From an optimization exercise on the open Yosys and OpenROAD flow, aimed at small area, a short achievable clock period and few clock cycles per item; shortcuts taken in it are not production practice.
RTL that was checked went through simulation tests only; none was proved equivalent to the original.
The RTL of runs 1 to 3 was laid out without a check of its function.

`flow/config.mk`:
```
export PLATFORM = sky130hd
export DESIGN_NAME = sm3_core
export DESIGN_NICKNAME = sm3_core
export VERILOG_FILES = /design/flow/design.v
export SDC_FILE = /design/flow/constraint.sdc
export NUM_CORES = 4
export LEC_CHECK = 0
export CAP_MARGIN = 20
export CORE_MARGIN = 2
export CORE_UTILIZATION = 40
export PLACE_DENSITY = 0.6
export SLEW_MARGIN = 20
```
`flow/constraint.sdc`:
```
create_clock -name core_clock -period 20.0 [get_ports {clk}]
set_input_delay 4.0000 -clock core_clock [delete_from_list [all_inputs] [get_ports {clk}]]
set_output_delay 4.0000 -clock core_clock [all_outputs]
set_load 0.01 [all_outputs]
```
`flow/design.v`:
```
module sm3_core (
    input  wire         clk,
    input  wire         rst,         
    input  wire         start_i,
    input  wire         first_i,
    input  wire [511:0] block_i,     
    output wire         ready_o,
    output reg          done_o,
    output wire [255:0] digest_o     
);
    localparam integer NR = 1;               
    localparam integer NC = 64 / NR;         
    localparam integer CW = (NC > 32) ? 6 : (NC > 16) ? 5 : (NC > 8) ? 4 : 3;
    localparam [255:0] IV = {32'h7380166F, 32'h4914B2B9, 32'h172442D7, 32'hDA8A0600,
                             32'hA96F30BC, 32'h163138AA, 32'hE38DEE4D, 32'hB0FB0E4E};
    localparam [31:0]  T0 = 32'h79CC4519;
    localparam [31:0]  T1 = 32'h7A879D8A;
    function [31:0] p0;
        input [31:0] x;
        begin
            p0 = x ^ {x[22:0], x[31:23]} ^ {x[14:0], x[31:15]};
        end
    endfunction
    function [31:0] p1;
        input [31:0] x;
        begin
            p1 = x ^ {x[16:0], x[31:17]} ^ {x[8:0], x[31:9]};
        end
    endfunction
    function [31:0] ktab;
        input [5:0] j;
        reg   [63:0] t2;
        begin
            t2   = (j < 6'd16) ? {T0, T0} : {T1, T1};
            t2   = t2 << j[4:0];
            ktab = t2[63:32];
        end
    endfunction
    reg              busy_q;                 
    reg  [CW-1:0]    cnt_q;                  
    reg              cv_q;                   
    reg              vf_q;                   
    reg  [255:0]     v_q;                    
    reg  [255:0]     s_q;                    
    reg  [511:0]     w_q;                    
    reg  [32*NR-1:0] k_q;                    
    wire [31:0] wv [0:15+NR];                
    genvar gi;
    generate
        for (gi = 0; gi < 16; gi = gi + 1) begin : g_wv
            assign wv[gi] = w_q[511-32*gi -: 32];
        end
        for (gi = 16; gi < 16 + NR; gi = gi + 1) begin : g_wx
            assign wv[gi] = p1(wv[gi-16] ^ wv[gi-9] ^ {wv[gi-3][16:0], wv[gi-3][31:17]})
                            ^ {wv[gi-13][24:0], wv[gi-13][31:25]} ^ wv[gi-6];
        end
    endgenerate
    wire [31:0] ra [0:NR], rb [0:NR], rc [0:NR], rd [0:NR];
    wire [31:0] re [0:NR], rf [0:NR], rg [0:NR], rh [0:NR];
    assign {ra[0], rb[0], rc[0], rd[0], re[0], rf[0], rg[0], rh[0]} = s_q;
    generate
        for (gi = 0; gi < NR; gi = gi + 1) begin : g_rnd
            wire [5:0]  j     = NR * cnt_q + gi;    
            wire        early = (j < 6'd16);
            wire [31:0] a12   = {ra[gi][19:0], ra[gi][31:20]};
            wire [31:0] kj    = k_q[32*NR-1-32*gi -: 32];
            wire [31:0] s0s   = a12 ^ re[gi] ^ kj;
            wire [31:0] s0c   = (a12 & re[gi]) | (a12 & kj) | (re[gi] & kj);
            wire [31:0] sst   = s0s + {s0c[30:0], 1'b0};
            wire [31:0] ss1   = {sst[24:0], sst[31:25]};
            wire [31:0] ss2   = ss1 ^ a12;
            wire [31:0] ff    = early ? (ra[gi] ^ rb[gi] ^ rc[gi])
                                      : ((ra[gi] & rb[gi]) | (ra[gi] & rc[gi]) | (rb[gi] & rc[gi]));
            wire [31:0] gg    = early ? (re[gi] ^ rf[gi] ^ rg[gi])
                                      : ((re[gi] & rf[gi]) | (~re[gi] & rg[gi]));
            wire [31:0] wp    = wv[gi] ^ wv[gi+4];
            wire [31:0] t1s   = ff ^ rd[gi] ^ wp;
            wire [31:0] t1c   = {((ff & rd[gi]) | (ff & wp) | (rd[gi] & wp)), 1'b0};
            wire [31:0] u1s   = t1s ^ t1c ^ ss2;
            wire [31:0] u1c   = {((t1s & t1c) | (t1s & ss2) | (t1c & ss2)), 1'b0};
            wire [31:0] tt1   = u1s + u1c;
            wire [31:0] t2s   = gg ^ rh[gi] ^ wv[gi];
            wire [31:0] t2c   = {((gg & rh[gi]) | (gg & wv[gi]) | (rh[gi] & wv[gi])), 1'b0};
            wire [31:0] u2s   = t2s ^ t2c ^ ss1;
            wire [31:0] u2c   = {((t2s & t2c) | (t2s & ss1) | (t2c & ss1)), 1'b0};
            wire [31:0] tt2   = u2s + u2c;
            assign ra[gi+1] = tt1;
            assign rb[gi+1] = ra[gi];
            assign rc[gi+1] = {rb[gi][22:0], rb[gi][31:23]};
            assign rd[gi+1] = rc[gi];
            assign re[gi+1] = p0(tt2);
            assign rf[gi+1] = re[gi];
            assign rg[gi+1] = {rf[gi][12:0], rf[gi][31:13]};
            assign rh[gi+1] = rg[gi];
        end
    endgenerate
    wire [255:0] s_next = {ra[NR], rb[NR], rc[NR], rd[NR], re[NR], rf[NR], rg[NR], rh[NR]};
    wire [511:0] w_next;
    generate
        if (NR < 16) begin : g_wsh
            assign w_next[511:32*NR] = w_q[511-32*NR:0];
        end
        for (gi = 0; gi < NR; gi = gi + 1) begin : g_wn
            assign w_next[32*NR-1-32*gi -: 32] = wv[16+gi];
        end
    endgenerate
    wire [5:0]       j_next = busy_q ? NR * (cnt_q + 1'b1) : 6'd0;
    wire [32*NR-1:0] k_next;
    generate
        for (gi = 0; gi < NR; gi = gi + 1) begin : g_kn
            assign k_next[32*NR-1-32*gi -: 32] = ktab(j_next + gi);
        end
    endgenerate
    wire         last   = busy_q & (cnt_q == NC - 1);
    wire         acc    = start_i & ~busy_q;
    wire         sel_iv = first_i | ~cv_q;           
    wire [255:0] v_in   = sel_iv ? IV : v_q;
    wire [255:0] v_use  = vf_q ? IV : v_q;
    assign ready_o  = ~busy_q;
    assign digest_o = v_q;
    always @(posedge clk) begin
        if (busy_q) begin
            s_q <= s_next;
            w_q <= w_next;
        end else begin
            s_q <= v_in;
            w_q <= block_i;
        end
        if (last)
            v_q <= v_use ^ s_next;
        k_q <= k_next;
        if (rst) begin
            busy_q <= 1'b0;
            cnt_q  <= {CW{1'b0}};
            cv_q   <= 1'b0;
            done_o <= 1'b0;
        end else begin
            done_o <= last;
            if (busy_q)
                cnt_q <= cnt_q + 1'b1;
            if (acc) begin
                busy_q <= 1'b1;
                cv_q   <= 1'b1;
                vf_q   <= sel_iv;
            end else if (last) begin
                busy_q <= 1'b0;
            end
        end
    end
endmodule
```
`flow/run.sh`:
```
#!/bin/bash
# synth_recipe.tcl (not shown) runs the flow's synth.tcl, then flattens the netlist and writes it again
# the make line also repeats each setting of config.mk as NAME=value (left out here)
make -C /OpenROAD-flow-scripts/flow DESIGN_CONFIG=/design/flow/config.mk WORK_HOME=/design/flow/orfs CLKGATE_MAP_FILE= SYNTH_SCRIPT=/design/flow/synth_recipe.tcl finish
```
==> reports/results.md, run 1 <==
| Result | This run |
|:---|:---|
| Required time of the critical path | 20490 ps |
| CTS Buf Count | 116 |
| Cell area after synthesis | 52200 um^2 |
| Synth async-reset ratio | 0% |
| Average size of a mapped cell | 10.9 um^2 |
| Number of enable flip-flop cells after synthesis | 257 |
| Via count of the first global-routing pass | 36600 |
| Global route overflow | 0 |
| Aggregate negative setup slack | 0 ps |
| Detailed-route DRC error count | 0 |
| Clock latency on the worst-skew pair | 760 ps |
| Count of clock tree sinks | 1066 |
| Fraction of post-synthesis cell area in the top cell type by area | 31.0% |
| Least-Margin Pin Slew | 1360 ps |
| Average wire length per cell after detail routing | 27.9 um |
| Final max-slew violation count | 0 |
| Crit path setup slack, layout | 11670 ps |
| Class of the most critical setup path | flip-flop to flip-flop |
| # port buffers | 773 |
| Top library cells by usage in the layout, fill and taps aside | 808 x dfxtp_1, 773 x clkdlybuf4s50_1, 547 x mux2_2 |
| # Max-Cap Violations | 0 |
| Area enclosed by the die boundary | 133000 um^2 |
| Total routing resource utilization after global routing | 29.9% |
| Total setup violations reported at the end of the flow | 0 |
| FP Rows | 132 |
| Core area | 129000 um^2 |
| F_max | 120 MHz |
| Net count after synthesis | 5574 |
| Number of placed instances, taps included | 7093 |
| Worst-case clock skew | 45.2 ps |
| H-tree levels | 3 |
| Initial antenna violation count | 20 |
| Number of nets with antenna violations after detailed routing | 0 |
| RSZ-0062 raised after global routing | no |
| Detailed-placement wirelength estimate | 165 mm |
| Net count reported at finish | 6272 |
| Kind of start point of the critical path | flip-flop |
| Warnings from Yosys | 1 |
| DRT iter0 DRCs | 3379 |
| Final Hold Vio Count | 0 |
| Buffer depth of the longest clock path | 3 |
| Post-route fraction of the period consumed by the critical path | 41.6% |
| Number of gates given a new drive strength after cts | 0 |
| Number of optimization iterations in the first detailed-route pass | 5 |
| Starting Density | 40.3% |
| I/O pin count | 774 |
| Master cell of the clock root buffer | clkbuf_16 |
| Yosys top cell by area | dfxtp_1 |
| Drt via density | 5.16 |
| Sequential fraction of the synthesis area | 45.8% |
| Status | timing/DRC/antenna clean |
| Area overhead of the layout relative to synthesis | 25.3% |
| Total of flip-flops plus latches after synthesis | 1066 |
| Number of cells produced by synthesis | 4771 |
| HP Class | flip-flop to flip-flop |
| Leading cell types by total area after synthesis | dfxtp_1 31%, edfxtp_1 15%, mux2_2 12%, xnor2_1 8.9%, fa_1 7.2% |
| Final GP Congestion | 0.954 |
| Number of standard cells in the layout, taps in and fillers out | 7309 |
| Endpoint type of the worst setup path | flip-flop |
| Global-route wire length before repair | 278 mm |
| Final routed wirelength across all metal layers | 204 mm |
| Min cycle time layout | 8330 ps |
| CTS Hold Bufs | 0 |
| Layout cells sized above 1 | 14.0% |
| CTS tree | done |
| X dimension of the die | 365 um |
| Leading cell type in the layout, fill and taps excluded | dfxtp_1 |
| Pin count of the biggest net entering global routing | 185 |
| Die Span Y | 365 um |
| Data arrival time of the critical path | 8820 ps |
| Post-CTS setup buffer count | 0 |
| Clk pin slew, worst setup/hold paths | 60 ps |
| Largest driver fanout on the critical path | 5 |
| Worst relative slew slack | 9.59% |
| Vias after detailed routing | 37800 |
| Pre-CTS setup slack | 11640 ps |
| Worst hold margin | 451 ps |
| Count of different cell masters after synthesis | 69 |
| Primary flip-flop cell chosen by synthesis mapping | dfxtp_1 |
[registers in the layout (all words and copies together) (netlist names)]
register and flops:
cv_q 1, busy_q 1, s_q 256, cnt_q 6, w_q 512, done_o 1
v_q 256, k_q 32, vf_q 1
[worst max-delay path: stages (launching register included)]
cell,delay (ps)
dfxtp_1,620
fa_1,480
ha_1,360
a2111oi_0,600
a21oi_1,260
o41ai_2,520
o211ai_1,330
a31o_2,360
a41oi_1,220
xnor2_1,330
xor2_1,290
fa_1,440
ha_1,390
a21oi_1,200
a21oi_1,160
o311ai_0,920
nor2_1,160
o41ai_1,790
o311ai_0,270
xnor2_1,300
xnor2_1,100
[metrics by stage]
step	utilization, %	area, um^2
final	50.5	65400
after global routing	50.5	65400
after CTS	50.5	65400
after detailed placement	47.6	61600
after global placement	47.6	61600
after floorplan	-	52200
[layer usage]
metal | part of all wire [%] | vias to the layer above | GRT usage (%)
met1 | 41 | 18500 | 37.8
li1 | - | 17600 | -
met3 | 6.5 | 244 | 5.82
met4 | 3.2 | 20 | 8.82
met5 | 0.066 | - | 0
met2 | 49 | 1391 | 51.5
[final timing paths]
path / startpoint / slack, ps / to / depth (start not counted)
setup / recovery: s_q[249] / 11670 / v_q[255] / 20
hold / removal: w_q[99] / 450 / w_q[131] / 1
setup reg to reg: s_q[249] / 11670 / v_q[255] / 20
hold reg to reg: w_q[99] / 450 / w_q[131] / 1
[cell type report]
type	instances	area, um^2
tap	1742	2180
multi-input combinational	3217	26500
inverter	251	945
antenna	6	15.0
timing repair buffer	817	8110
clock buffer	162	3200
sequential	1066	23900
fill	11800	64100
clock inverter	48	546
[cell usage after synthesis, drive strengths merged (3+ instances only)]
cell type,count
a2111oi,4
a211oi,9
a21boi,4
a21o,50
a21oi,161
a22o,11
a2bb2oi,87
a311oi,5
a31o,5
a31oi,18
a41oi,4
and2,6
and3,18
and4,3
buf,19
clkbuf,218
dfxtp,809
edfxtp,257
fa,188
ha,99
inv,250
mux2,547
mux2i,75
nand2,320
nand2b,140
nand3,49
nand4,6
nor2,299
nor2b,17
nor3,77
nor4,3
o211ai,13
o21a,5
o21ai,240
o21bai,17
o22ai,11
o311ai,4
o31ai,6
o41ai,3
or2,3
or3,6
xnor2,532
xnor3,4
xor2,143
[logic make-up (layout without fill, tap and decap cells)]
kind of cell             Yosys count  count (layout)  synth area share (%)
flip-flops                      1066            1066                  45.8
AND/OR/NAND/NOR                  952             952                  8.17
XOR/XNOR                         680             680                  11.6
AO/OA/AOI/OAI                    676             676                  8.15
multiplexers                     622             622                  13.2
buffers and inverters            488            1278                  3.51
adder cells (fa/ha/maj)          287             287                  9.58
other                              0               6                     0
==> run 2: changes to the inputs <==
--- a/flow/design.v
+++ b/flow/design.v
@@ -10,3 +10,3 @@
 );
-    localparam integer NR = 1;               
+    localparam integer NR = 2;               
     localparam integer NC = 64 / NR;         
--- a/flow/config.mk
+++ b/flow/config.mk
@@ -11,2 +11,3 @@
 export PLACE_DENSITY = 0.6
+export SETUP_SLACK_MARGIN = 5
 export SLEW_MARGIN = 20
==> run 2 against run 1 <==
First-iteration DRC count is 100% higher. Register-to-register slack worse by 6300 ps. Critical path type unchanged. Highest routed layer unchanged. Still clean on timing, DRC and antenna. Critical endpoint is now v_q[98]. Flip-flop and latch count fell by 1.
==> reports/results.md, run 2 <==
| Result | This run | Delta |
|:---|:---|:---|
| Status | timing/DRC/antenna clean |  |
| Crit path setup slack, layout | 5380 ps | -6290 ps |
| Core area | 161000 um^2 | +24% |
| Primary flip-flop cell chosen by synthesis mapping | dfxtp_1 |  |
| F_max | 68.4 MHz | -43% |
| Top library cells by usage in the layout, fill and taps aside | 807 x xnor2_1, 773 x clkdlybuf4s50_1, 767 x dfxtp_1 |  |
| CTS Hold Bufs | 0 | unchanged |
| Leading registers by flop count | w_q (512), s_q (256), v_q (256) |  |
| Total setup violations reported at the end of the flow | 0 | unchanged |
| DRT iter0 DRCs | 6782 | +100% |
| # port buffers | 773 | unchanged |
| Drt via density | 5.55 | +7.6% |
| Required time of the critical path | 20500 ps | about the same |
| Detailed-placement wirelength estimate | 288 mm | +75% |
| Die Span Y | 407 um | +11% |
| Clock latency on the worst-skew pair | 810 ps | +50 ps |
| I/O pin count | 774 | unchanged |
| Leading cell types by total area after synthesis | dfxtp_1 25%, edfxtp_1 12%, xnor2_1 12%, fa_1 12%, mux2_2 8.9% |  |
| Count of different cell masters after synthesis | 82 | +19% |
| X dimension of the die | 407 um | +11% |
| Count of clock tree sinks | 1065 | -0.094% |
| Class of the most critical setup path | flip-flop to flip-flop |  |
| Pre-CTS setup slack | 3760 ps | -7880 ps |
| Sum of met3 wire segment lengths after detailed routing | 32.8 mm | +150% |
| Pin count of the biggest net entering global routing | 169 | -8.6% |
| Min cycle time layout | 14620 ps | +6290 ps |
| Final routed wirelength across all metal layers | 343 mm | +68% |
| Cell with the most instances after synthesis | xnor2_1 |  |
| End-of-flow core utilization | 50.2% | -0.27 points |
| Kind of start point of the critical path | flip-flop |  |
| Final max-slew violation count | 0 | unchanged |
| Clk pin slew, worst setup/hold paths | 60 ps | about the same |
| Yosys top cell by area | dfxtp_1 |  |
| Aggregate negative setup slack | 0 ps | unchanged |
| Commonest cells post-synth | 872 x xnor2_1, 808 x dfxtp_1, 610 x inv_1 |  |
| Number of nets with antenna violations after detailed routing | 0 | unchanged |
| Post-route fraction of the period consumed by the critical path | 73.1% | +31 points |
| Initial antenna violation count | 67 | +240% |
| Total of flip-flops plus latches after synthesis | 1065 | -0.094% |
| Total routing resource utilization after global routing | 40.5% | +11 points |
| # Max-Cap Violations | 0 | unchanged |
| Worst-case clock skew | 65.7 ps | +20.5 ps |
| Data arrival time of the critical path | 15110 ps | +6290 ps |
| Detailed-route DRC error count | 0 | unchanged |
| DRT met1 WL | 137 mm | +64% |
| Cell area after synthesis | 64800 um^2 | +24% |
| Vias after detailed routing | 52600 | +39% |
| Largest register FFs | 512 | unchanged |
| H-tree levels | 3 | unchanged |
| Synth async-reset ratio | 0% | unchanged |
| Endpoint type of the worst setup path | flip-flop |  |
| Register with the highest flop count | w_q |  |
| Buffer depth of the longest clock path | 3 | unchanged |
| Area overhead of the layout relative to synthesis | 24.6% |  |
| Layout fillers | 15100 | +28% |
| Starting Density | 40.3% | about the same |
| Fraction of post-synthesis cell area in the top cell type by area | 25.0% | -6.1 points |
| Area enclosed by the die boundary | 165000 um^2 | +24% |
| Least-Margin Pin Slew | 1400 ps | +44.8 ps |
| Number of enable flip-flop cells after synthesis | 257 | unchanged |
| Layout cells sized above 1 | 14.6% | +0.53 points |
| Leading cell type in the layout, fill and taps excluded | xnor2_1 |  |
| CTS tree | done |  |
| Largest driver fanout on the critical path | 6 | +1 |
| HP Class | flip-flop to flip-flop |  |
| Largest incremental delay on the critical path | 550 ps | -370 ps |
| Master of the slowest instance on the critical path | dfxtp_1 |  |
| RSZ-0062 raised after global routing | yes |  |
| Average size of a mapped cell | 10.1 um^2 | -7.6% |
| Warnings from Yosys | 1 | unchanged |
| Final GP Congestion | 1.04 | +9.0% |
| Number of optimization iterations in the first detailed-route pass | 7 | +2 |
| Net count reported at finish | 8273 | +32% |
| Average wire length per cell after detail routing | 36.2 um | +30% |
| CTS Buf Count | 121 | +4.3% |
| Top metal layer carrying routed signals | met5 |  |
| Length of routed met2 wiring | 150 mm | +49% |
| Number of cells produced by synthesis | 6408 | +34% |
| Global-route wire length before repair | 444 mm | +60% |
| Final Hold Vio Count | 0 | unchanged |
| FP Rows | 147 | +11% |
| Net count after synthesis | 7493 | +34% |
| Master cell of the clock root buffer | clkbuf_16 |  |
| Global route overflow | 0 | unchanged |
| Via count of the first global-routing pass | 49900 | +36% |
| Worst relative slew slack | 5.93% | -3.7 points |
| Sequential fraction of the synthesis area | 36.9% | -8.9 points |
-- run 2: changes by cell type after synthesis, moves of 94 or more --
cell,before,now
a21oi_1,161,301
nand2_1,320,441
ha_1,99,193
fa_1,188,376
xor2_1,143,251
xnor2_1,531,872
inv_1,249,610
-- run 2: worst max-delay path, delay by kind of cell (launching register included) --
| family | cells | cell delay, ps |
|---|---|---|
| compound gates | 33 | 7000 |
| fa+ha+maj | 8 | 3430 |
| simple gates | 10 | 1520 |
| xor+xnor | 7 | 1010 |
| buf+inv | 6 | 760 |
| flops | 1 | 550 |
-- run 2: logic make-up after synthesis --
group	count (synthesis)	synth area share, %
muxes	574	9.85
buffers and inverters	878	5.09
adders and majority gates	569	15.3
xor gates and xnor gates	1127	15.3
DFF	1065	36.9
AOI/OAI and AO/OA	943	8.75
and+or+nand+nor	1252	8.81
-- run 2: area by class of cell --
type	instances	area [um^2]	share of cell area, %
clock buffer	181	3550	4.39
sequential	1065	24000	29.7
timing repair buffer	923	9000	11.1
clock inverter	46	430	0.533
inverter	612	2300	2.85
antenna	26	65.1	0.0806
tap	2160	2700	3.35
multi-input combinational	4465	38700	48.0
-- run 2: repair_timing --
action,CTS,global route
cloned,0,0
gates resized for setup,71,119
pin swaps,10,45
setup endpoints to repair,104,105
buffers inserted,13,36
-- run 2: path summary, 6_finish.rpt --
| check | startpoint | end | slack, ps | depth (start not counted) |
|---|---|---|---|---|
| worst max register to register | k_q[42] | v_q[98] | 5380 | 64 |
| worst max-delay path | k_q[42] | v_q[98] | 5380 | 64 |
| worst min-delay path | w_q[9] | w_q[73] | 450 | 1 |
| worst min register to register | w_q[9] | w_q[73] | 450 | 1 |
-- run 2: layer usage --
metal  GRT usage [%]  vias to the layer above
li1                -                    22700
met3            9.27                      645
met2            61.2                     2920
met1            53.1                    26400
met4            23.3                       30
met5               0                        -
-- run 2: through the flow --
step / instance area, um^2 / instances / hold slack (ps)
after floorplan: 64800 / 6408 / 432
after global placement: 75300 / 9174 / 436
after detailed placement: 75400 / 9175 / 440
after CTS: 79800 / 9415 / 454
after global routing: 80700 / 9467 / 463
final: 80800 / 9478 / 453
==> run 3: changes to the inputs <==
--- a/flow/design.v
+++ b/flow/design.v
@@ -10,3 +10,3 @@
 );
-    localparam integer NR = 2;               
+    localparam integer NR = 1;               
     localparam integer NC = 64 / NR;         
--- a/flow/config.mk
+++ b/flow/config.mk
@@ -7,3 +7,3 @@
 export LEC_CHECK = 0
-export CAP_MARGIN = 20
+export CAP_MARGIN = 70
 export CORE_MARGIN = 2
@@ -11,3 +11,2 @@
 export PLACE_DENSITY = 0.6
-export SETUP_SLACK_MARGIN = 5
-export SLEW_MARGIN = 20
+export SLEW_MARGIN = 70
==> run 3 against run 2 <==
Still clean on timing, DRC and antenna. Synthesized cell count shrank 26%. Final cell count shrank 22%. Largest cell class unchanged.
==> reports/results.md, run 3 <==
| Result | This run | Delta |
|:---|:---|:---|
| Status | timing/DRC/antenna clean |  |
| Number of nets with antenna violations after detailed routing | 0 | unchanged |
| Final GP Congestion | 0.954 | -8.2% |
| Final routed wirelength across all metal layers | 205 mm | -40% |
| # port buffers | 773 | unchanged |
| Fraction of post-synthesis cell area in the top cell type by area | 31.0% | +6.1 points |
| Worst-case clock skew | 43.5 ps | -22.2 ps |
| Met1 track demand over resource in global routing | 37.7% | -15 points |
| Average size of a mapped cell | 10.9 um^2 | +8.2% |
| Detailed-placement wirelength estimate | 169 mm | -41% |
| Post-CTS setup buffer count | 0 | -13 |
| Global-route wire length before repair | 282 mm | -37% |
| Pin count of the biggest net entering global routing | 69 | -59% |
| Cell area after synthesis | 52200 um^2 | -19% |
| Number of placed instances, taps included | 7162 | -22% |
| Data arrival time of the critical path | 8070 ps | -7040 ps |
| Top library cells by usage in the layout, fill and taps aside | 773 x clkdlybuf4s50_1, 762 x dfxtp_1, 547 x mux2_2 |  |
| Met2 GRT Util | 52.0% | -9.1 points |
| CTS tree | done |  |
| Aggregate negative setup slack | 0 ps | unchanged |
| CTS Buf Count | 117 | -3.3% |
| Die Span Y | 365 um | -10% |
| FP Rows | 132 | -10% |
| Total routing resource utilization after global routing | 30.2% | -10 points |
| HP Class | flip-flop to flip-flop |  |
| Leading registers by flop count | w_q (512), s_q (256), v_q (256) |  |
| Least-Margin Pin Slew | 498 ps | -903 ps |
| Total setup violations reported at the end of the flow | 0 | unchanged |
| Largest driver fanout on the critical path | 5 | -1 |
| Synth async-reset ratio | 0% | unchanged |
| Vias after detailed routing | 38000 | -28% |
| Worst hold margin | 440 ps | -12.8 ps |
| Layout cells sized above 1 | 19.2% | +4.6 points |
| Global route overflow | 0 | unchanged |
| Master cell of the clock root buffer | clkbuf_16 |  |
| Net count after synthesis | 5574 | -26% |
| Drt via density | 5.15 | -7.3% |
| Warnings from Yosys | 1 | unchanged |
| Fraction of met3 tracks used by global routing | 6.49% | -2.8 points |
| RSZ-0062 raised after global routing | no |  |
| Min cycle time layout | 7600 ps | -7010 ps |
| Clock latency on the worst-skew pair | 760 ps | -50 ps |
| Starting Density | 40.3% | about the same |
| Final max-slew violation count | 0 | unchanged |
| Detailed-route DRC error count | 0 | unchanged |
| Final Hold Vio Count | 0 | unchanged |
| Number of optimization iterations in the first detailed-route pass | 8 | +1 |
| Area enclosed by the die boundary | 133000 um^2 | -19% |
| CTS Hold Bufs | 0 | unchanged |
| H-tree levels | 3 | unchanged |
| Via count of the first global-routing pass | 37300 | -25% |
| Kind of start point of the critical path | flip-flop |  |
| Leading cell type in the layout, fill and taps excluded | clkdlybuf4s50_1 |  |
| DRT iter0 DRCs | 3365 | -50% |
| X dimension of the die | 365 um | -10% |
| Clk pin slew, worst setup/hold paths | 60 ps | about the same |
| Class of the most critical setup path | flip-flop to flip-flop |  |
| Endpoint type of the worst setup path | flip-flop |  |
| Net count reported at finish | 6343 | -23% |
| Initial antenna violation count | 21 | -69% |
| Core area | 129000 um^2 | -19% |
| End-of-flow core utilization | 52.5% | +2.2 points |
| Number of enable flip-flop cells after synthesis | 257 | unchanged |
| Sequential fraction of the synthesis area | 45.8% | +8.9 points |
| Worst relative slew slack | 66.5% | +61 points |
| Register with the highest flop count | w_q |  |
| Required time of the critical path | 20470 ps | -30 ps |
| Count of different cell masters after synthesis | 69 | -16% |
| Count of clock tree sinks | 1066 | +0.094% |
| F_max | 132 MHz | +92% |
| Buffer depth of the longest clock path | 3 | unchanged |
| Area overhead of the layout relative to synthesis | 30.1% |  |
| Commonest cells post-synth | 809 x dfxtp_1, 547 x mux2_2, 531 x xnor2_1 |  |
| Post-route fraction of the period consumed by the critical path | 38.0% | -35 points |
| Primary flip-flop cell chosen by synthesis mapping | dfxtp_1 |  |
| Number of gates given a new drive strength after cts | 0 | -100% |
| Average wire length per cell after detail routing | 27.8 um | -23% |
| I/O pin count | 774 | unchanged |
| Most Used Layer, Global Route | met2 |  |
| Total of flip-flops plus latches after synthesis | 1066 | +0.094% |
| Number of standard cells in the layout, taps in and fillers out | 7389 | -22% |
| Leading cell types by total area after synthesis | dfxtp_1 31%, edfxtp_1 15%, mux2_2 12%, xnor2_1 8.9%, fa_1 7.2% |  |
| Largest register FFs | 512 | unchanged |
| Yosys top cell by area | dfxtp_1 |  |
| # Max-Cap Violations | 0 | unchanged |
| Cell with the most instances after synthesis | dfxtp_1 |  |
| Number of cells produced by synthesis | 4771 | -26% |
-- run 3: changes by cell type after synthesis, sizes merged, moves of 78 or more --
cell,delta
xnor2,-343
ha,-94
nand2,-121
o21ai,-78
fa,-188
inv,-362
a21oi,-140
xor2,-108
-- run 3: kinds of logic after synthesis --
logic type | synth area share [%]
and+or+nand+nor | 8.17
AOI/OAI and AO/OA | 8.15
DFF | 45.8
muxes | 13.2
buffers and inverters | 3.51
xor gates and xnor gates | 11.6
adders and majority gates | 9.58
-- run 3: layout make-up --
class | count | area (um^2)
inverters | 251 | 945
repair buffers | 887 | 9130
clock buffers | 170 | 3390
flip-flops and latches | 1066 | 24000
diodes | 10 | 25.0
multi-input cells | 3217 | 27700
clock inverters | 46 | 543
well taps | 1742 | 2180
fillers | 11600 | 61600
-- run 3: worst paths after layout --
check           start       end  slack, ps  depth (start not counted)
max reg2reg  s_q[245]  v_q[250]      12400                         27
min reg2reg  w_q[345]  w_q[377]        440                          1
min          w_q[345]  w_q[377]        440                          1
max          s_q[245]  v_q[250]      12400                         27
-- run 3: metrics by stage --
| stage | worst slack (ps) | area, um^2 |
|---|---|---|
| detailed placement | 12450 | 63800 |
| global route | 12000 | 67900 |
| global placement | 11600 | 61600 |
| finish | 12400 | 67900 |
| floorplan | 7190 | 52200 |
| CTS | 12430 | 67700 |
-- run 3: critical path, cell delays in order, from the launching register on --
cell and delay [ps]:
dfxtp_2 400, fa_1 570, ha_1 210, inv_1 70, fa_1 490, nor2b_1 190
o21bai_1 110, a21oi_1 370, o41ai_4 130, buf_1 160, o211ai_1 190, buf_1 180
a31o_2 260, a31oi_1 120, xnor2_1 300, xor2_1 310, fa_1 470, ha_1 310
a21o_1 160, a21oi_1 280, o21bai_1 160, a41oi_2 330, nor4_2 80, clkdlybuf4s15_2 250
or3_1 480, a21o_1 220, a21oi_1 200, xnor3_1 320
-- run 3: layer usage --
metal,wire length (um),vias to the layer above
li1,-,17700
met1,82700,18700
met2,102000,1394
met3,14400,232
met4,6720,16
met5,97,-
==> run 4: changes to the inputs <==
--- a/flow/design.v
+++ b/flow/design.v
@@ -27,2 +27,18 @@
             p1 = x ^ {x[16:0], x[31:17]} ^ {x[8:0], x[31:9]};
+        end
+    endfunction
+    function [31:0] add32;
+        input [31:0] x, y;
+        reg   [31:0] g, p;
+        integer i, d;
+        begin
+            g = x & y;
+            p = x ^ y;
+            for (d = 1; d < 32; d = d * 2)
+                for (i = 0; i < 32; i = i + 1)
+                    if (i & d) begin
+                        g[i] = g[i] | (p[i] & g[(i & ~(d - 1)) - 1]);
+                        p[i] = p[i] & p[(i & ~(d - 1)) - 1];
+                    end
+            add32 = x ^ y ^ {g[30:0], 1'b0};
         end
@@ -68,3 +84,3 @@
             wire [31:0] s0c   = (a12 & re[gi]) | (a12 & kj) | (re[gi] & kj);
-            wire [31:0] sst   = s0s + {s0c[30:0], 1'b0};
+            wire [31:0] sst   = add32(s0s, {s0c[30:0], 1'b0});
             wire [31:0] ss1   = {sst[24:0], sst[31:25]};
@@ -80,3 +96,3 @@
             wire [31:0] u1c   = {((t1s & t1c) | (t1s & ss2) | (t1c & ss2)), 1'b0};
-            wire [31:0] tt1   = u1s + u1c;
+            wire [31:0] tt1   = add32(u1s, u1c);
             wire [31:0] t2s   = gg ^ rh[gi] ^ wv[gi];
@@ -85,3 +101,3 @@
             wire [31:0] u2c   = {((t2s & t2c) | (t2s & ss1) | (t2c & ss1)), 1'b0};
-            wire [31:0] tt2   = u2s + u2c;
+            wire [31:0] tt2   = add32(u2s, u2c);
             assign ra[gi+1] = tt1;
--- a/flow/config.mk
+++ b/flow/config.mk
@@ -7,3 +7,3 @@
 export LEC_CHECK = 0
-export CAP_MARGIN = 70
+export CAP_MARGIN = 20
 export CORE_MARGIN = 2
@@ -11,2 +11,2 @@
 export PLACE_DENSITY = 0.6
-export SLEW_MARGIN = 70
+export SLEW_MARGIN = 20
==> run 4 against run 3 <==
Still clean. Via count decreased by 0.87%. Die area decreased by 1.2%. Maximum frequency increased by 5.3%. Clock skew increased by 27 ps. Worst setup slack improved by 380 ps. Critical path type unchanged. Critical endpoint is now v_q[124].
==> reports/results.md, run 4 <==
| Result | This run | Delta |
|:---|:---|:---|
| Largest register FFs | 512 | unchanged |
| Number of placed instances, taps included | 6989 | -2.4% |
| Post-CTS setup buffer count | 0 | unchanged |
| Global-route wire length before repair | 287 mm | +1.7% |
| Drt via density | 5.22 | +1.4% |
| Layout fillers | 11700 | +0.57% |
| Buffer depth of the longest clock path | 3 | unchanged |
| Worst relative slew slack | 24.4% | -42 points |
| Total routing resource utilization after global routing | 31.2% | +1.0 points |
| Top metal layer carrying routed signals | met5 |  |
| Total setup violations reported at the end of the flow | 0 | unchanged |
| Number of nets with antenna violations after detailed routing | 0 | unchanged |
| Min cycle time layout | 7220 ps | -385 ps |
| Number of optimization iterations in the first detailed-route pass | 6 | -2 |
| Number of cells produced by synthesis | 4741 | -0.63% |
| Worst-path cell chain | fa_1 > ha_1 > o211ai_1 > o211ai_1 > nand4_1 > a21oi_2 > o221ai_1 > a31oi_1 > a21oi_1 > xnor2_1 > fa_1 > ha_1 > o21ai_0 > nand2b_1 > a31o_4 > a2111oi_0 > nor3_1 > xor2_1 > xor2_1 > xnor2_1 > xnor2_1 |  |
| Class of the most critical setup path | flip-flop to flip-flop |  |
| Area enclosed by the die boundary | 132000 um^2 | -1.2% |
| Worst-case clock skew | 70.3 ps | +26.8 ps |
| FP Rows | 131 | -0.76% |
| Number of enable flip-flop cells after synthesis | 257 | unchanged |
| Pre-CTS setup slack | 13040 ps | +592 ps |
| Data arrival time of the critical path | 7730 ps | -340 ps |
| CTS Hold Bufs | 0 | unchanged |
| Via count of the first global-routing pass | 37400 | +0.39% |
| HP Class | flip-flop to flip-flop |  |
| Cell occurring most often along the worst timing path | xnor2_1 |  |
| RSZ-0062 raised after global routing | no |  |
| # port buffers | 773 | unchanged |
| Top library cells by usage in the layout, fill and taps aside | 808 x dfxtp_1, 773 x clkdlybuf4s50_1, 538 x mux2_2 |  |
| Largest driver fanout on the critical path | 7 | +2 |
| Kind of start point of the critical path | flip-flop |  |
| DRT iter0 DRCs | 3208 | -4.7% |
| Post-layout instance area | 65000 um^2 | -4.3% |
| Number of standard cells in the layout, taps in and fillers out | 7220 | -2.3% |
| Final routed wirelength across all metal layers | 210 mm | +2.3% |
| # Max-Cap Violations | 0 | unchanged |
| Leading cell type in the layout, fill and taps excluded | dfxtp_1 |  |
| Yosys top cell by area | dfxtp_1 |  |
| Clk pin slew, worst setup/hold paths | 70 ps | about the same |
| Pin count of the biggest net entering global routing | 165 | +140% |
| Synth async-reset ratio | 0% | unchanged |
| Worst reg-to-reg path cell count | 21 | -22% |
| Endpoint type of the worst setup path | flip-flop |  |
| Number of gates given a new drive strength after cts | 0 | unchanged |
| H-tree levels | 3 | unchanged |
| Average size of a mapped cell | 10.9 um^2 | -0.61% |
| Standard cell area after detailed placement | 60900 um^2 | -4.5% |
| Clock latency on the worst-skew pair | 780 ps | +20 ps |
| Cell area after synthesis | 51600 um^2 | -1.2% |
| Count of different cell masters after synthesis | 67 | -2.9% |
| Crit path setup slack, layout | 12780 ps | +385 ps |
| Net count reported at finish | 6260 | -1.3% |
| X dimension of the die | 363 um | -0.61% |
| I/O pin count | 774 | unchanged |
| Post-route fraction of the period consumed by the critical path | 36.1% | -1.9 points |
| Largest incremental delay on the critical path | 670 ps | +100 ps |
| Required time of the critical path | 20510 ps | +40 ps |
| Global route overflow | 0 | unchanged |
| Leading cell types by total area after synthesis | dfxtp_1 31%, edfxtp_1 15%, mux2_2 12%, xnor2_1 8.4%, fa_1 7.6% |  |
| Final Hold Vio Count | 0 | unchanged |
| Final max-slew violation count | 0 | unchanged |
| Initial antenna violation count | 37 | +76% |
| F_max | 139 MHz | +5.3% |
| Area overhead of the layout relative to synthesis | 26.0% |  |
| Starting Density | 40.4% | +0.063 points |
| Detailed-route DRC error count | 0 | unchanged |
| Least-Margin Pin Slew | 1130 ps | +635 ps |
| Master cell of the clock root buffer | clkbuf_16 |  |
| CTS Buf Count | 118 | +0.85% |
| Hold Crit Depth | 1 | unchanged |
| Layout cells sized above 1 | 14.3% | -4.9 points |
| Count of clock tree sinks | 1066 | unchanged |
| Detailed-placement wirelength estimate | 169 mm | +0.39% |
| Sequential fraction of the synthesis area | 46.4% | +0.57 points |
| Die Span Y | 363 um | -0.61% |
| Length of routed met2 wiring | 107 mm | +5.3% |
| CTS tree | done |  |
| Warnings from Yosys | 1 | unchanged |
| Cell with the most instances after synthesis | dfxtp_1 |  |
| Status | timing/DRC/antenna clean |  |
| Average wire length per cell after detail routing | 29.1 um | +4.7% |
| Net count after synthesis | 5553 | -0.38% |
| Leading registers by flop count | w_q (512), s_q (256), v_q (256) |  |
| Aggregate negative setup slack | 0 ps | unchanged |
| Commonest cells post-synth | 809 x dfxtp_1, 538 x mux2_2, 492 x xnor2_1 |  |
| Master of the slowest instance on the critical path | dfxtp_1 |  |
| Fraction of post-synthesis cell area in the top cell type by area | 31.4% | +0.39 points |
| Core area | 128000 um^2 | -1.4% |
| Total of flip-flops plus latches after synthesis | 1066 | unchanged |
| Primary flip-flop cell chosen by synthesis mapping | dfxtp_1 |  |
| Final GP Congestion | 0.985 | +3.2% |
| Reg2Reg Setup Slack | 12780 ps | +380 ps |
| Vias after detailed routing | 37700 | -0.87% |
| Sum of met3 wire segment lengths after detailed routing | 14.5 mm | +1.1% |
| DRT met1 WL | 76.0 mm | -8.1% |
| Register with the highest flop count | w_q |  |
[run 4: cell count changes after synthesis, moves of 9 or more]
cell and change:
mux2i_1 -43, xnor2_1 -39, nand2_1 +81, a21o_1 -14
clkbuf_1 -9, fa_1 +9, a21oi_1 -15, and3_1 -9
xor2_1 +16, inv_1 +49, o21bai_1 -10, mux2_2 -9
nor2_1 +28
[run 4: path summary, 6_finish.rpt]
check,startpoint,end
worst min register to register,w_q[453],w_q[485]
worst min-delay path,w_q[453],w_q[485]
worst max-delay path,s_q[101],v_q[124]
worst max register to register,s_q[101],v_q[124]
[run 4: cells by family (layout without fill, tap and decap cells)]
| logic type | count (synthesis) | after routing | share of synthesized area, % |
|---|---|---|---|
| compound gates | 586 | 586 | 7.04 |
| xor+xnor | 663 | 663 | 11.6 |
| fa+ha+maj | 296 | 296 | 10.0 |
| buf+inv | 524 | 1330 | 3.81 |
| flops | 1066 | 1066 | 46.4 |
| mux | 570 | 570 | 12.4 |
| other cells | 0 | 11 | 0 |
| simple gates | 1036 | 1036 | 8.80 |
[run 4: per-layer routing]
layer,global-route usage [%],vias up
met3,6.52,409
met1,34.5,18500
met2,56.1,1577
met4,16.5,30
met5,0,-
li1,-,17200
[run 4: area by class of cell]
cell class / count / area, um^2 / share of cell area, %
clock inverters: 42 / 444 / 0.684
flip-flops and latches: 1066 / 23900 / 36.8
repair buffers: 813 / 8060 / 12.4
clock buffers: 177 / 3610 / 5.56
multi-input cells: 3151 / 25700 / 39.6
diodes: 11 / 27.5 / 0.0424
inverters: 298 / 1120 / 1.72
well taps: 1662 / 2080 / 3.20
[run 4: stage by stage]
| stage | hold slack (ps) | utilization, % |
|---|---|---|
| after floorplan | 418 | - |
| after global placement | 437 | 47.7 |
| after detailed placement | 438 | 47.7 |
| after CTS | 449 | 50.9 |
| after global routing | 461 | 50.9 |
| final | 449 | 50.9 |
[run 4: critical path, delay by kind of cell, from the launching register on]
kind	cells	cell delay, ps
AO/OA/AOI/OAI	9	2230
XOR/XNOR	5	1810
adder cells (fa/ha/maj)	4	1750
flip-flops	1	670
AND/OR/NAND/NOR	3	500
Testbench counts of run 4, summed over its fixed seeds: cycles 83,208, items 1,280.
==> run 5: changes to the inputs <==
--- a/flow/config.mk
+++ b/flow/config.mk
@@ -7,3 +7,3 @@
 export LEC_CHECK = 0
-export CAP_MARGIN = 20
+export CAP_MARGIN = 70
 export CORE_MARGIN = 2
@@ -11,2 +11,2 @@
 export PLACE_DENSITY = 0.6
-export SLEW_MARGIN = 20
+export SLEW_MARGIN = 70
==> run 5 against run 4 <==
Still clean. Flip-flop and latch count unchanged. Clock skew fell by 1.2 ps. Maximum frequency rose by 3.0%. Non-clock buffer count grew 51.
==> reports/results.md, run 5 <==
| Result | This run | Delta |
|:---|:---|:---|
| HP Class | flip-flop to flip-flop |  |
| Detailed-route DRC error count | 0 | unchanged |
| Final max-slew violation count | 0 | unchanged |
| Average wire length per cell after detail routing | 29.0 um | -0.56% |
| Via count of the first global-routing pass | 37600 | +0.46% |
| Worst relative slew slack | 68.3% | +44 points |
| Largest incremental delay on the critical path | 540 ps | -130 ps |
| Primary flip-flop cell chosen by synthesis mapping | dfxtp_1 |  |
| Area enclosed by the die boundary | 132000 um^2 | unchanged |
| Total routing resource utilization after global routing | 31.4% | +0.14 points |
| # port buffers | 773 | unchanged |
| Pre-CTS setup slack | 13150 ps | +106 ps |
| Largest driver fanout on the critical path | 7 | unchanged |
| Leading registers by flop count | w_q (512), s_q (256), v_q (256) |  |
| Master of the slowest instance on the critical path | dfxtp_1 |  |
| Count of clock tree sinks | 1066 | unchanged |
| Final Hold Vio Count | 0 | unchanged |
| Crit path setup slack, layout | 12990 ps | +210 ps |
| Starting Density | 40.4% | unchanged |
| Kind of start point of the critical path | flip-flop |  |
| Status | timing/DRC/antenna clean |  |
| Class of the most critical setup path | flip-flop to flip-flop |  |
| Cell occurring most often along the worst timing path | o211ai_1 |  |
| Leading cell types by total area after synthesis | dfxtp_1 31%, edfxtp_1 15%, mux2_2 12%, xnor2_1 8.4%, fa_1 7.6% |  |
| Worst hold margin | 444 ps | -5.08 ps |
| Number of nets with antenna violations after detailed routing | 0 | unchanged |
| Final GP Congestion | 0.985 | unchanged |
| Endpoint type of the worst setup path | flip-flop |  |
| Origin of the critical flop-to-flop path | s_q[99] |  |
| Cell with the most instances after synthesis | dfxtp_1 |  |
| Net count reported at finish | 6309 | +0.78% |
| Net count after synthesis | 5553 | unchanged |
| Clock latency on the worst-skew pair | 760 ps | -20 ps |
| Core area | 128000 um^2 | unchanged |
| Top library cells by usage in the layout, fill and taps aside | 768 x clkdlybuf4s50_1, 757 x dfxtp_1, 538 x mux2_2 |  |
| Drt via density | 5.20 | -0.42% |
| CTS tree | done |  |
| Startpoint of the worst setup timing path | s_q[99] |  |
| FP Rows | 131 | unchanged |
| F_max | 143 MHz | +3.0% |
| H-tree levels | 3 | unchanged |
| DRT iter0 DRCs | 3306 | +3.1% |
| Global route overflow | 0 | unchanged |
| Reg-to-reg critical path endpoint | v_q[101] |  |
| Die Span Y | 363 um | unchanged |
| Reg2Reg Setup Slack | 12990 ps | +210 ps |
| Detailed-placement wirelength estimate | 173 mm | +2.2% |
| CTS Buf Count | 116 | -1.7% |
| CP Capture Point | v_q[101] |  |
| Area overhead of the layout relative to synthesis | 29.9% |  |
| Number of gates given a new drive strength after cts | 0 | unchanged |
| Worst reg-to-reg path cell count | 23 | +9.5% |
| Synth async-reset ratio | 0% | unchanged |
| Total setup violations reported at the end of the flow | 0 | unchanged |
| Required time of the critical path | 20490 ps | -20 ps |
| Count of different cell masters after synthesis | 67 | unchanged |
| Layout cells sized above 1 | 18.5% | +4.2 points |
| Global-route wire length before repair | 288 mm | +0.46% |
| Final routed wirelength across all metal layers | 210 mm | about the same |
| Register with the highest flop count | w_q |  |
| Worst-case clock skew | 69.1 ps | -1.22 ps |
| Post-route fraction of the period consumed by the critical path | 35.0% | -1.0 points |
| Worst-path cell chain | fa_1 > ha_1 > o211ai_1 > o211ai_1 > nand4_1 > a21oi_2 > o221ai_1 > nand2_1 > a21oi_1 > o21ba_2 > xnor2_1 > fa_1 > ha_1 > o211ai_1 > o211ai_2 > a31o_4 > and3_4 > o2111ai_4 > nand2_1 > a311oi_4 > buf_2 > xor2_1 > xor2_1 |  |
| Clk pin slew, worst setup/hold paths | 60 ps | about the same |
| Average size of a mapped cell | 10.9 um^2 | unchanged |
| I/O pin count | 774 | unchanged |
| # Max-Cap Violations | 0 | unchanged |
| CTS Hold Bufs | 0 | unchanged |
| Cell area after synthesis | 51600 um^2 | unchanged |
| Warnings from Yosys | 1 | unchanged |
| Largest register FFs | 512 | unchanged |
| X dimension of the die | 363 um | unchanged |
| Yosys top cell by area | dfxtp_1 |  |
| Commonest cells post-synth | 809 x dfxtp_1, 538 x mux2_2, 492 x xnor2_1 |  |
| Sequential fraction of the synthesis area | 46.4% | unchanged |
| Vias after detailed routing | 37700 | +0.13% |
| Initial antenna violation count | 38 | +2.7% |
| Pin count of the biggest net entering global routing | 64 | -61% |
| Leading cell type in the layout, fill and taps excluded | clkdlybuf4s50_1 |  |
| Number of enable flip-flop cells after synthesis | 257 | unchanged |
| Post-CTS setup buffer count | 0 | unchanged |
| Master cell of the clock root buffer | clkbuf_16 |  |
| Number of optimization iterations in the first detailed-route pass | 6 | unchanged |
| Total of flip-flops plus latches after synthesis | 1066 | unchanged |
| Least-Margin Pin Slew | 472 ps | -661 ps |
| Min cycle time layout | 7010 ps | -210 ps |
| RSZ-0062 raised after global routing | no |  |
| Fraction of post-synthesis cell area in the top cell type by area | 31.4% | unchanged |
| Buffer depth of the longest clock path | 3 | unchanged |
| Aggregate negative setup slack | 0 ps | unchanged |
| Number of cells produced by synthesis | 4741 | unchanged |
| Data arrival time of the critical path | 7500 ps | -230 ps |
-- run 5: worst min path at each step --
| stage | endpoint | cells after the start | from |
|---|---|---|---|
| floorplan | cv_q | 1 | cv_q |
| global placement | w_q[252] | 1 | w_q[220] |
| detailed placement | w_q[328] | 1 | w_q[296] |
| CTS | w_q[485] | 1 | w_q[453] |
| global route | w_q[182] | 1 | w_q[150] |
| finish | w_q[79] | 1 | w_q[47] |
-- run 5: metrics by stage --
stage	instance area [um^2]	cells	utilization (%)
floorplan	51600	4741	-
global placement	60900	6989	47.7
detailed placement	63100	7039	49.4
CTS	66800	7245	52.3
global route	67000	7253	52.5
finish	67000	7260	52.5
-- run 5: area by class of cell --
class | instances | area (um^2)
Fill cell | 11400 | 60700
Multi-Input combinational cell | 3151 | 27000
Sequential cell | 1066 | 24000
Timing Repair Buffer | 864 | 9050
Clock buffer | 167 | 3300
Tap cell | 1662 | 2080
Inverter | 298 | 1120
Clock inverter | 39 | 442
Antenna cell | 13 | 32.5
-- run 5: cells by family (layout without fill, tap and decap cells) --
kind of cell	count (synthesis)	in the layout	synth area share, %
AO/OA/AOI/OAI	586	586	7.04
XOR/XNOR	663	663	11.6
adder cells (fa/ha/maj)	296	296	10.0
buffers and inverters	524	1368	3.81
flip-flops	1066	1066	46.4
multiplexers	570	570	12.4
other	0	13	0
AND/OR/NAND/NOR	1036	1036	8.80
-- run 5: metal layers --
| metal | global-route usage [%] | vias to the layer above | routed length, um |
|---|---|---|---|
| li1 | - | 17300 | - |
| met1 | 34.6 | 18500 | 75800 |
| met2 | 56.4 | 1536 | 107000 |
| met3 | 6.27 | 395 | 13800 |
| met4 | 17.2 | 34 | 13000 |
| met5 | 0 | - | 218 |
-- run 5: worst max-delay path, delay by kind of cell (launching register included) --
| family | cells | cell delay, ps |
|---|---|---|
| AO/OA/AOI/OAI | 11 | 2720 |
| adder cells (fa/ha/maj) | 4 | 1790 |
| AND/OR/NAND/NOR | 4 | 750 |
| XOR/XNOR | 3 | 680 |
| flip-flops | 1 | 540 |
| buffers and inverters | 1 | 240 |
==> run 6: changes to the inputs <==
==> flow/flow/run.sh (new file) <==
#!/bin/bash
# Layout flow: the standard ORFS flow (standard synthesis unchanged),
# with each input and output port buffered by a small buf_1 cell instead of
# the delay buffer the placer picks by default.
set -euo pipefail
cd "$(dirname "$0")/.."
bash standard.sh "BUFFER_PORTS_ARGS=-buffer_cell sky130_fd_sc_hd__buf_1" finish > flow_make.log 2>&1
==> flow/standard.sh (new file) <==
#!/bin/bash
# synth_recipe.tcl (not shown) runs the flow's synth.tcl, then flattens the netlist and writes it again
# the make line also repeats each setting of config.mk as NAME=value (left out here)
make -C /OpenROAD-flow-scripts/flow DESIGN_CONFIG=/design/flow/config.mk WORK_HOME=/design/flow/orfs CLKGATE_MAP_FILE= SYNTH_SCRIPT=/design/flow/synth_recipe.tcl "${@:-finish}"
--- a/flow/config.mk
+++ b/flow/config.mk
@@ -7,6 +7,8 @@
 export LEC_CHECK = 0
-export CAP_MARGIN = 70
+export CAP_MARGIN = 20
 export CORE_MARGIN = 2
 export CORE_UTILIZATION = 40
+export CTS_BUF_LIST = sky130_fd_sc_hd__clkbuf_8
+export CTS_CLUSTER_SIZE = 24
 export PLACE_DENSITY = 0.6
-export SLEW_MARGIN = 70
+export SLEW_MARGIN = 20
removed: flow/run.sh
==> run 6 against run 5 <==
Register-to-register slack worse by 150 ps. Cell area is 11% lower. Synthesized cell count stayed put. Critical path type is now flip-flop to output pin. Global-route usage is 0.40 points lower. Clock skew is 12 ps lower. Critical path depth is 21 lower. Clock-buffer cell count is 59 higher. Highest routed layer unchanged.
==> reports/results.md, run 6 <==
| Result | This run | Delta |
|:---|:---|:---|
| Status | timing/DRC/antenna clean |  |
| Net count reported at finish | 6325 | +0.25% |
| Core area | 128000 um^2 | unchanged |
| Worst-path cell chain | clkinv_2 > buf_1 |  |
| Number of enable flip-flop cells after synthesis | 257 | unchanged |
| Number of optimization iterations in the first detailed-route pass | 6 | unchanged |
| Count of clock tree sinks | 1066 | unchanged |
| Final routed wirelength across all metal layers | 209 mm | -0.76% |
| Leading cell types by total area after synthesis | dfxtp_1 31%, edfxtp_1 15%, mux2_2 12%, xnor2_1 8.4%, fa_1 7.6% |  |
| CTS tree | done |  |
| Sequential fraction of the synthesis area | 46.4% | unchanged |
| Total setup violations reported at the end of the flow | 0 | unchanged |
| Total of flip-flops plus latches after synthesis | 1066 | unchanged |
| Initial antenna violation count | 16 | -58% |
| H-tree levels | 4 | +1 |
| Post-CTS setup buffer count | 0 | unchanged |
| Final GP Congestion | 0.972 | -1.3% |
| Synth async-reset ratio | 0% | unchanged |
| # Max-Cap Violations | 0 | unchanged |
| Yosys top cell by area | dfxtp_1 |  |
| Drt via density | 5.17 | -0.51% |
| Detailed-route DRC error count | 0 | unchanged |
| HP Class | flip-flop to flip-flop |  |
| Via count of the first global-routing pass | 37500 | -0.27% |
| Layout cells sized above 1 | 15.4% | -3.2 points |
| Global-route wire length before repair | 284 mm | -1.3% |
| Kind of start point of the critical path | flip-flop |  |
| Starting Density | 40.4% | unchanged |
| RSZ-0062 raised after global routing | no |  |
| Final Hold Vio Count | 0 | unchanged |
| Master of the slowest instance on the critical path | clkinv_2 |  |
| Reg2Reg Setup Slack | 12840 ps | -150 ps |
| DRT iter0 DRCs | 3086 | -6.7% |
| Average size of a mapped cell | 10.9 um^2 | unchanged |
| I/O pin count | 774 | unchanged |
| Net count after synthesis | 5553 | unchanged |
| # port buffers | 773 | unchanged |
| Clock latency on the worst-skew pair | 910 ps | +150 ps |
| Aggregate negative setup slack | 0 ps | unchanged |
| Data arrival time of the critical path | 3250 ps | -4250 ps |
| Total routing resource utilization after global routing | 31.0% | -0.40 points |
| Pin count of the biggest net entering global routing | 202 | +220% |
| Count of different cell masters after synthesis | 67 | unchanged |
| Primary flip-flop cell chosen by synthesis mapping | dfxtp_1 |  |
| Layout fillers | 12100 | +6.6% |
| Startpoint of the worst setup timing path | busy_q |  |
| Post-route fraction of the period consumed by the critical path | 36.3% | +1.2 points |
| FP Rows | 131 | unchanged |
| Master cell of the clock root buffer | clkbuf_8 |  |
| Largest register FFs | 512 | unchanged |
| Clk pin slew, worst setup/hold paths | 60 ps | about the same |
| Top library cells by usage in the layout, fill and taps aside | 808 x dfxtp_1, 773 x buf_1, 538 x mux2_2 |  |
| F_max | 138 MHz | -3.3% |
| Global route overflow | 0 | unchanged |
| Largest driver fanout on the critical path | 50 | +43 |
| Min cycle time layout | 7250 ps | +242 ps |
| Area enclosed by the die boundary | 132000 um^2 | unchanged |
| Hold Crit Start | w_q[225] |  |
| Register with the highest flop count | w_q |  |
| Class of the most critical setup path | flip-flop to output pin |  |
| CTS Hold Bufs | 0 | unchanged |
| Worst hold margin | 446 ps | +2.04 ps |
| Warnings from Yosys | 1 | unchanged |
| Origin of the critical flop-to-flop path | s_q[99] |  |
| Number of gates given a new drive strength after cts | 0 | unchanged |
| Vias after detailed routing | 38000 | +0.62% |
| Endpoint type of the worst setup path | output pin |  |
| Buffer depth of the longest clock path | 3 | unchanged |
| CTS Buf Count | 187 | +61% |
| X dimension of the die | 363 um | unchanged |
| Area overhead of the layout relative to synthesis | 16.1% |  |
| Required time of the critical path | 16000 ps | -4490 ps |
| Average wire length per cell after detail routing | 28.4 um | -1.9% |
| Leading cell type in the layout, fill and taps excluded | dfxtp_1 |  |
| Final max-slew violation count | 0 | unchanged |
| Number of nets with antenna violations after detailed routing | 0 | unchanged |
| Cell with the most instances after synthesis | dfxtp_1 |  |
| Commonest cells post-synth | 809 x dfxtp_1, 538 x mux2_2, 492 x xnor2_1 |  |
| Detailed-placement wirelength estimate | 168 mm | -2.9% |
| Cell area after synthesis | 51600 um^2 | unchanged |
| Leading registers by flop count | w_q (512), s_q (256), v_q (256) |  |
| Number of cells produced by synthesis | 4741 | unchanged |
| Worst relative slew slack | 15.5% | -53 points |
| Fraction of post-synthesis cell area in the top cell type by area | 31.4% | unchanged |
| Worst-case clock skew | 56.6 ps | -12.5 ps |
| Least-Margin Pin Slew | 1260 ps | +787 ps |
| Largest incremental delay on the critical path | 1090 ps | +550 ps |
| Die Span Y | 363 um | unchanged |
[run 6: metal layers]
metal / part of all wire [%] / GRT usage [%] / vias to the layer above / wire length [um]
met2: 50 / 54.0 / 1541 / 104000
li1: - / - / 17400 / -
met5: 0.026 / 0 / - / 54
met4: 6.3 / 17.9 / 8 / 13100
met3: 6.6 / 7.19 / 375 / 13800
met1: 37 / 34.5 / 18700 / 77300
[run 6: path summary, 6_finish.rpt]
kind                            endpoint  cells after the start
worst max-delay path             ready_o                      2
worst min-delay path            w_q[257]                      1
worst max register to register  v_q[122]                     20
worst min register to register  w_q[257]                      1
[run 6: cells by family after synthesis]
family / Yosys count / share of synthesized area (%)
AO/OA/AOI/OAI: 586 / 7.04
XOR/XNOR: 663 / 11.6
adder cells (fa/ha/maj): 296 / 10.0
buffers and inverters: 524 / 3.81
flip-flops: 1066 / 46.4
multiplexers: 570 / 12.4
AND/OR/NAND/NOR: 1036 / 8.80
[run 6: final cells by class]
cell class	count	area (um^2)	share of cell area (%)
multi-input combinational	3151	25700	42.9
sequential	1066	23900	39.9
timing repair buffer	809	3180	5.32
clock buffer	226	3110	5.19
tap	1662	2080	3.47
inverter	298	1120	1.87
clock inverter	119	733	1.22
antenna	12	30.0	0.0501
[run 6: critical path: cells and delay by family (launching register included)]
kind                   cells  cell delay [ps]
flip-flops                 1              870
buffers and inverters      2             1470
[run 6: stage by stage]
stage	setup slack, ps	std cells	cell area (um^2)	util [%]
2_1_floorplan	7320	4741	51600	-
3_3_place_gp	12830	6986	56000	43.9
3_5_place_dp	12860	6986	56000	43.9
4_1_cts	12600	7331	59900	46.9
5_1_grt	12570	7336	59900	46.9
6_report	12750	7343	59900	46.9
==> run 7: changes to the inputs <==
--- a/flow/config.mk
+++ b/flow/config.mk
@@ -10,4 +10,2 @@
 export CORE_UTILIZATION = 40
-export CTS_BUF_LIST = sky130_fd_sc_hd__clkbuf_8
-export CTS_CLUSTER_SIZE = 24
 export PLACE_DENSITY = 0.6
==> run 7 against run 6 <==
Routed wire length is 0.41% lower. Synthesized cell count is the same. Critical endpoint unchanged. Synthesized area is the same. Via count down 1.3%. Non-clock buffer count rose by 1. Flip-flop and latch count is the same. Die area stayed put. Clock skew grew 7.0 ps. Sequential share of layout area decreased by 0.072 points.
==> reports/results.md, run 7 <==
| Result | This run | Delta |
|:---|:---|:---|
| Kind of start point of the critical path | flip-flop |  |
| Final routed wirelength across all metal layers | 208 mm | -0.41% |
| CTS tree | done |  |
| FP Rows | 131 | unchanged |
| Cell with the most instances after synthesis | dfxtp_1 |  |
| Drt via density | 5.20 | +0.50% |
| Count of clock tree sinks | 1066 | unchanged |
| Average size of a mapped cell | 10.9 um^2 | unchanged |
| Final Hold Vio Count | 0 | unchanged |
| Largest incremental delay on the critical path | 1100 ps | about the same |
| Number of gates given a new drive strength after cts | 0 | unchanged |
| Pin count of the biggest net entering global routing | 202 | unchanged |
| Leading cell types by total area after synthesis | dfxtp_1 31%, edfxtp_1 15%, mux2_2 12%, xnor2_1 8.4%, fa_1 7.6% |  |
| Origin of the critical flop-to-flop path | s_q[101] |  |
| Worst relative slew slack | 22.9% | +7.5 points |
| Warnings from Yosys | 1 | unchanged |
| Starting Density | 40.4% | unchanged |
| Detailed-route DRC error count | 0 | unchanged |
| Clock latency on the worst-skew pair | 770 ps | -140 ps |
| Number of optimization iterations in the first detailed-route pass | 6 | unchanged |
| Layout cells sized above 1 | 14.3% | -1.1 points |
| CTS Buf Count | 114 | -39% |
| CTS Hold Bufs | 0 | unchanged |
| Number of cells produced by synthesis | 4741 | unchanged |
| Class of the most critical setup path | flip-flop to output pin |  |
| Primary flip-flop cell chosen by synthesis mapping | dfxtp_1 |  |
| Fraction of post-synthesis cell area in the top cell type by area | 31.4% | unchanged |
| Number of enable flip-flop cells after synthesis | 257 | unchanged |
| Detailed-placement wirelength estimate | 168 mm | unchanged |
| H-tree levels | 3 | -1 |
| F_max | 140 MHz | +1.6% |
| Area enclosed by the die boundary | 132000 um^2 | unchanged |
| Status | timing/DRC/antenna clean |  |
| Worst hold margin | 431 ps | -14.6 ps |
| Via count of the first global-routing pass | 37000 | -1.4% |
| Min cycle time layout | 7140 ps | -114 ps |
| Hold Crit Start | w_q[11] |  |
| Data arrival time of the critical path | 3140 ps | -110 ps |
| Cell area after synthesis | 51600 um^2 | unchanged |
| # Max-Cap Violations | 0 | unchanged |
| Startpoint of the worst setup timing path | busy_q |  |
| Synth async-reset ratio | 0% | unchanged |
| Final GP Congestion | 0.972 | unchanged |
| Global route overflow | 0 | unchanged |
| Aggregate negative setup slack | 0 ps | unchanged |
| Net count after synthesis | 5553 | unchanged |
| Endpoint type of the worst setup path | output pin |  |
| Reg2Reg Setup Slack | 12880 ps | +40 ps |
| Largest driver fanout on the critical path | 50 | unchanged |
| Worst-case clock skew | 63.6 ps | +7.01 ps |
| Vias after detailed routing | 37500 | -1.3% |
| Post-CTS setup buffer count | 0 | unchanged |
| Total routing resource utilization after global routing | 30.8% | -0.20 points |
| Initial antenna violation count | 18 | +2 |
| I/O pin count | 774 | unchanged |
| Final max-slew violation count | 0 | unchanged |
| Worst reg-to-reg path cell count | 20 | unchanged |
| DRT iter0 DRCs | 3200 | +3.7% |
| End-of-flow core utilization | 47.0% | +0.084 points |
| Net count reported at finish | 6253 | -1.1% |
| Master cell of the clock root buffer | clkbuf_16 |  |
| Commonest cells post-synth | 809 x dfxtp_1, 538 x mux2_2, 492 x xnor2_1 |  |
| Global-route wire length before repair | 282 mm | -0.59% |
| Clk pin slew, worst setup/hold paths | 70 ps | about the same |
| Total setup violations reported at the end of the flow | 0 | unchanged |
-- run 7: cell counts after synthesis --
No cell type changed its count.
-- run 7: cell families (layout without fill, tap and decap cells) --
| family | after synthesis | count (layout) | synth area share (%) |
|---|---|---|---|
| adder cells (fa/ha/maj) | 296 | 296 | 10.0 |
| AO/OA/AOI/OAI | 586 | 586 | 7.04 |
| other | 0 | 9 | 0 |
| buffers and inverters | 524 | 1321 | 3.81 |
| AND/OR/NAND/NOR | 1036 | 1036 | 8.80 |
| XOR/XNOR | 663 | 663 | 11.6 |
| flip-flops | 1066 | 1066 | 46.4 |
| multiplexers | 570 | 570 | 12.4 |
-- run 7: per-stage QoR --
step	cell area, um^2	worst slack (ps)	cells
after detailed placement	56000	12860	6986
after global routing	60000	12630	7205
after CTS	60000	12790	7199
final	60000	12860	7209
after floorplan	51600	7320	4741
after global placement	56000	12830	6986
-- run 7: layout make-up --
type,instances,area [um^2]
Sequential cell,1066,23900
Inverter,298,1120
Clock buffer,155,3280
Tap cell,1662,2080
Antenna cell,9,22.5
Multi-Input combinational cell,3151,25700
Clock inverter,58,669
Fill cell,12000,67700
Timing Repair Buffer,810,3190
-- run 7: worst max-delay path: cells and delay by family (launching register included) --
kind	cells	cell delay, ps
buffers and inverters	2	1490
flip-flops	1	900
-- run 7: how the worst max path moves through the flow --
stage | endpoint | slack, ps | cells after the start
floorplan | v_q[0] | 7320 | 5
global placement | s_q[116] | 12830 | 6
detailed placement | s_q[116] | 12860 | 6
CTS | ready_o | 12790 | 2
global route | v_q[122] | 12630 | 21
finish | ready_o | 12860 | 2
-- run 7: metal layers --
layer	track usage (%)	share of wire [%]	routed length (um)
met1	34.7	37	77100
met2	53.9	50	104000
met5	0	0.052	108
met3	6.53	6.5	13500
met4	17.3	6.3	13000

-- re-timing with driven ports --
No port has a modelled driver above. Below, the same layouts with a new extraction and two added sets of constraints. Step 1 assumes that a clkbuf_16 drives the clock port and a buf_2 every other input. Step 2, shift: input delay + t, output delay - t, t = (earliest + latest rising clock arrival at the registers) / 2. This alone moves slack from input paths to output paths. Three values: no drivers, after step 1, after step 2; two values: the first two.
| run | t, ns | setup WS [ns] | worst hold slack (ns) |
|---|---|---|---|
| run 1 | 0.819 | 11.673 / 11.673 / 11.673 | 0.451 / 0.451 / 0.451 |
| run 2 | 0.868 | 5.382 / 5.382 / 5.382 | 0.453 / 0.453 / 0.453 |
| run 3 | 0.820 | 12.396 / 12.396 / 12.396 | 0.440 / 0.440 / 0.440 |
| run 4 | 0.827 | 12.781 / 12.781 / 12.781 | 0.449 / 0.449 / 0.449 |
| run 5 | 0.806 | 12.991 / 12.991 / 12.991 | 0.444 / 0.444 / 0.444 |
| run 6 | 0.952 | 12.749 / 12.678 / 12.799 | 0.446 / 0.446 / 0.446 |
| run 7 | 0.814 | 12.863 / 12.787 / 12.878 | 0.431 / 0.431 / 0.431 |
After both steps every run listed still meets setup and hold.
